Context: an optimization exercise on an open-source flow, tuned for small area, a short achievable clock period and few clock cycles per item. The choices shown serve that exercise and are no tape-out recipe. RTL that was checked went through simulation tests only; none was proved equivalent to the original. Power figures rest on the tool's default switching activity, not on a simulated workload.

Design huf_table, start of the top module:
module huf_table (
    input  wire        clk,
    input  wire        rst,             
    input  wire        in_valid,
    output wire        in_ready,
    input  wire [4:0]  in_sym,
    input  wire        in_last,         
    output wire        out_valid,
    input  wire        out_ready,
    output wire [4:0]  out_sym,         
    output wire [4:0]  out_len,         
    output wire [30:0] out_code,        
    output wire        out_error,       
    output wire        out_last         
);
    localparam S_CNT  = 2'd0;
    localparam S_WAIT = 2'd1;
    localparam S_RANK = 2'd2;
    localparam S_MRG  = 2'd3;
    integer i;
    function key_lt(input [11:0] a, input [4:0] at, input [11:0] b, input [4:0] bt);
        integer j;
        reg c;
        begin
            c = at < bt;
            for (j = 0; j < 12; j = j + 1)
                c = (~a[j] & b[j]) | (~(a[j] ^ b[j]) & c);
            key_lt = c;
  ...
Settings: LEC_CHECK=0, ABC_CLOCK_PERIOD_IN_PS=4000, CAP_MARGIN=30, CORE_MARGIN=2, CORE_UTILIZATION=40, SETUP_SLACK_MARGIN=5, SLEW_MARGIN=20; clock period 10.0 ns.
run.sh (not shown) runs the stock make flow with config.mk's settings and CLKGATE_MAP_FILE= SYNTH_SCRIPT=/design/flow/synth_recipe.tcl, a recipe that flattens the netlist after the stock synthesis.
Rerun with:
--- a/flow/design.v
+++ b/flow/design.v
@@ -20,15 +20,15 @@
     integer i;
     function key_lt(input [11:0] a, input [4:0] at, input [11:0] b, input [4:0] bt);
         integer j;
         reg c;
         begin
             c = at < bt;
             for (j = 0; j < 12; j = j + 1)
-                c = (~a[j] & b[j]) | (~(a[j] ^ b[j]) & c);
+                c = (a[j] ^ b[j]) ? b[j] : c;
             key_lt = c;
         end
     endfunction
     reg         rst_r;
     reg  [1:0]  st;
     reg         in_rdy;
     assign in_ready = in_rdy;
@@ -96,40 +96,45 @@
     wire        mready  = hasL2 || lv_out || (lq_n == 2'd1 && !firstL);
     wire        mfire   = (st == S_MRG) && mready;
     wire        c_LL = firstL && secLL;
     wire        c_LF = (firstL && !secLL) || (!firstL && secFL);
     wire        c_FF = !firstL && !secFL;
     wire [1:0]  lpop = !mfire ? 2'd0 : c_LL ? 2'd2 : c_LF ? 2'd1 : 2'd0;
     wire [1:0]  fpop = !mfire ? 2'd0 : c_FF ? 2'd2 : c_LF ? 2'd1 : 2'd0;
-    wire [11:0] sum  = c_LL ? (L1 + L2) : c_LF ? (L1 + F1) : (F1 + F2);
+    wire [11:0] s_LL = L1 + L2;
+    wire [11:0] s_LF = L1 + F1;
+    wire [11:0] s_FF = F1 + F2;
+    wire [11:0] sum  = ({12{c_LL}} & s_LL) | ({12{c_LF}} & s_LF) | ({12{c_FF}} & s_FF);
     wire [1:0]  lq_left = lq_n - lpop;
     wire [1:0]  lq_fill = lq_left + {1'b0, x};              
     wire        issue = (st == S_MRG) && (p != k) && (lq_fill != 2'd3);
     wire        last_merge = (m == k[4:0] - 5'd2);
     reg         eb;                     
     reg         ew;                     
     reg  [4:0]  e;                      
     reg  [5:0]  ek;
     reg  [4:0]  cm;                     
     reg         ci;                     
     reg  [4:0]  ln;
     reg  [15:0] cd;
     reg         ov, oerr, olast;
     reg  [4:0]  osym;
-    reg  [4:0]  ord_o [0:31];
     assign out_valid = ov;
     assign out_sym   = osym;
     assign out_len   = ln;
     assign out_code  = {15'd0, cd};
     assign out_error = oerr;
     assign out_last  = olast;
     wire   out_fire  = ov && out_ready;
     wire [5:0]  wv    = ci ? ip[cm] : rk[e];
     wire [4:0]  eroot = ek[4:0] - 5'd2;
     wire [4:0]  e1    = e + 5'd1;
+    wire        q_load = mfire && last_merge;
+    wire        q_sh1  = (mfire && fpop == 2'd1) || (out_fire && !olast && !e1[0]);
+    wire        q_sh2  = mfire && fpop == 2'd2;
     always @(posedge clk) begin
         rst_r <= rst;
         if (rst) begin
             in_rdy <= 1'b0;
         end else if (rst_r) begin
             in_rdy <= 1'b1;
         end else begin
@@ -226,29 +231,16 @@
                     if (c_LL)        rk[lq_id[1]]  <= {1'b1, m};
                     else if (c_LF) begin
                         if (firstL)  ip[h]         <= {1'b1, m};
                         else         rk[lq_id[0]]  <= {1'b1, m};
                     end else         ip[h + 5'd1]  <= {1'b1, m};
                     m <= m + 5'd1;
                     h <= h + fpop;
-                    begin : q_upd
-                        integer j;
-                        for (j = 0; j < 16; j = j + 1) begin
-                            if (j == fc - fpop)
-                                q[j] <= sum;
-                            else if (fpop == 2'd1)
-                                q[j] <= (j < 15) ? q[j + 1] : 12'd0;
-                            else if (fpop == 2'd2)
-                                q[j] <= (j < 14) ? q[j + 2] : 12'd0;
-                        end
-                    end
                     fc <= fc - fpop + 5'd1;
                     if (last_merge) begin
-                        for (i = 0; i < 32; i = i + 1)
-                            ord_o[i] <= ord[i];
                         ek    <= k;
                         eb    <= 1'b1;
                         ew    <= 1'b1;
                         e     <= 5'd0;
                         ci    <= 1'b0;
                         ln    <= 5'd0;
                         cd    <= 16'd0;
@@ -289,18 +281,31 @@
                     p    <= p + 6'd1;
                     for (i = 0; i < 32; i = i + 1)
                         if (msel[i]) vld[i] <= 1'b0;
                 end
             end
             default: ;
             endcase
+            begin : q_upd
+                integer j;
+                for (j = 0; j < 16; j = j + 1) begin
+                    if (q_load)
+                        q[j] <= {2'b00, ord[2 * j + 1], ord[2 * j]};
+                    else if (mfire && j == fc - fpop)
+                        q[j] <= sum;
+                    else if (q_sh1)
+                        q[j] <= (j < 15) ? q[j + 1] : 12'd0;
+                    else if (q_sh2)
+                        q[j] <= (j < 14) ? q[j + 2] : 12'd0;
+                end
+            end
             if (r2) begin
                 for (i = 0; i < 32; i = i + 1)
                     if (vld[i] && key_lt(bw, bt, cnt[i], i[4:0]))
-                        rk[i] <= rk[i] + 6'd1;
+                        rk[i][4:0] <= rk[i][4:0] + 5'd1;
             end
             if (ew) begin
                 cd[ln] <= wv[5];
                 ln     <= ln + 5'd1;
                 if (wv[4:0] == eroot) begin
                     ew <= 1'b0;
                     ov <= 1'b1;
@@ -311,15 +316,15 @@
             end
             if (out_fire) begin
                 ov <= 1'b0;
                 if (olast) begin
                     eb <= 1'b0;
                 end else begin
                     e     <= e1;
-                    osym  <= ord_o[e1];
+                    osym  <= e1[0] ? q[0][9:5] : q[1][4:0];
                     olast <= ({1'b0, e1} == ek - 6'd1);
                     ln    <= 5'd0;
                     cd    <= 16'd0;
                     ci    <= 1'b0;
                     ew    <= 1'b1;
                 end
             end
After rerunning:
- The changed run completed without violations
- clock power drops by 12%
- design area drops by 9.2%
- power drops by 12%
- wire length climbs by 7.1%
- via count climbs by 2.3%
- worst hold slack gets worse by 27 ps
Testbench counts after the change, summed over its fixed seeds: cycles 41,955, messages 128.
Only the layout flow was run in the first run of this note; the RTL was not checked for function there.

[afterwards: timing with drivers on the ports]
The results above use ideal ports. As a check the final layouts listed here were re-extracted and re-timed, cells and wires unchanged.
Step 1 sets driving cells, clkbuf_16 on the clock port and buf_2 on the other inputs (assumed; they add their load-dependent delay and slew).
Step 2 also shifts input and output timing later by t, the mid clock arrival at the registers, as if the neighbouring blocks saw the same clock.
a / b / c = ideal / step 1 / step 2; a / b = the first two.
| run | t, ns | setup slack, ns | slew at the worst register clock pin (ns) |
|---|---|---|---|
| the first run | 0.941 | 4.682 / 4.682 / 4.682 | 0.07 / 0.07 |
| the second run | 0.915 | 4.992 / 4.992 / 4.331 | 0.07 / 0.07 |
After both steps every run listed still meets setup and hold. The setup slack of the second run, which loses most, moves by 0.000 ns with the drivers and by -0.661 ns with both steps.
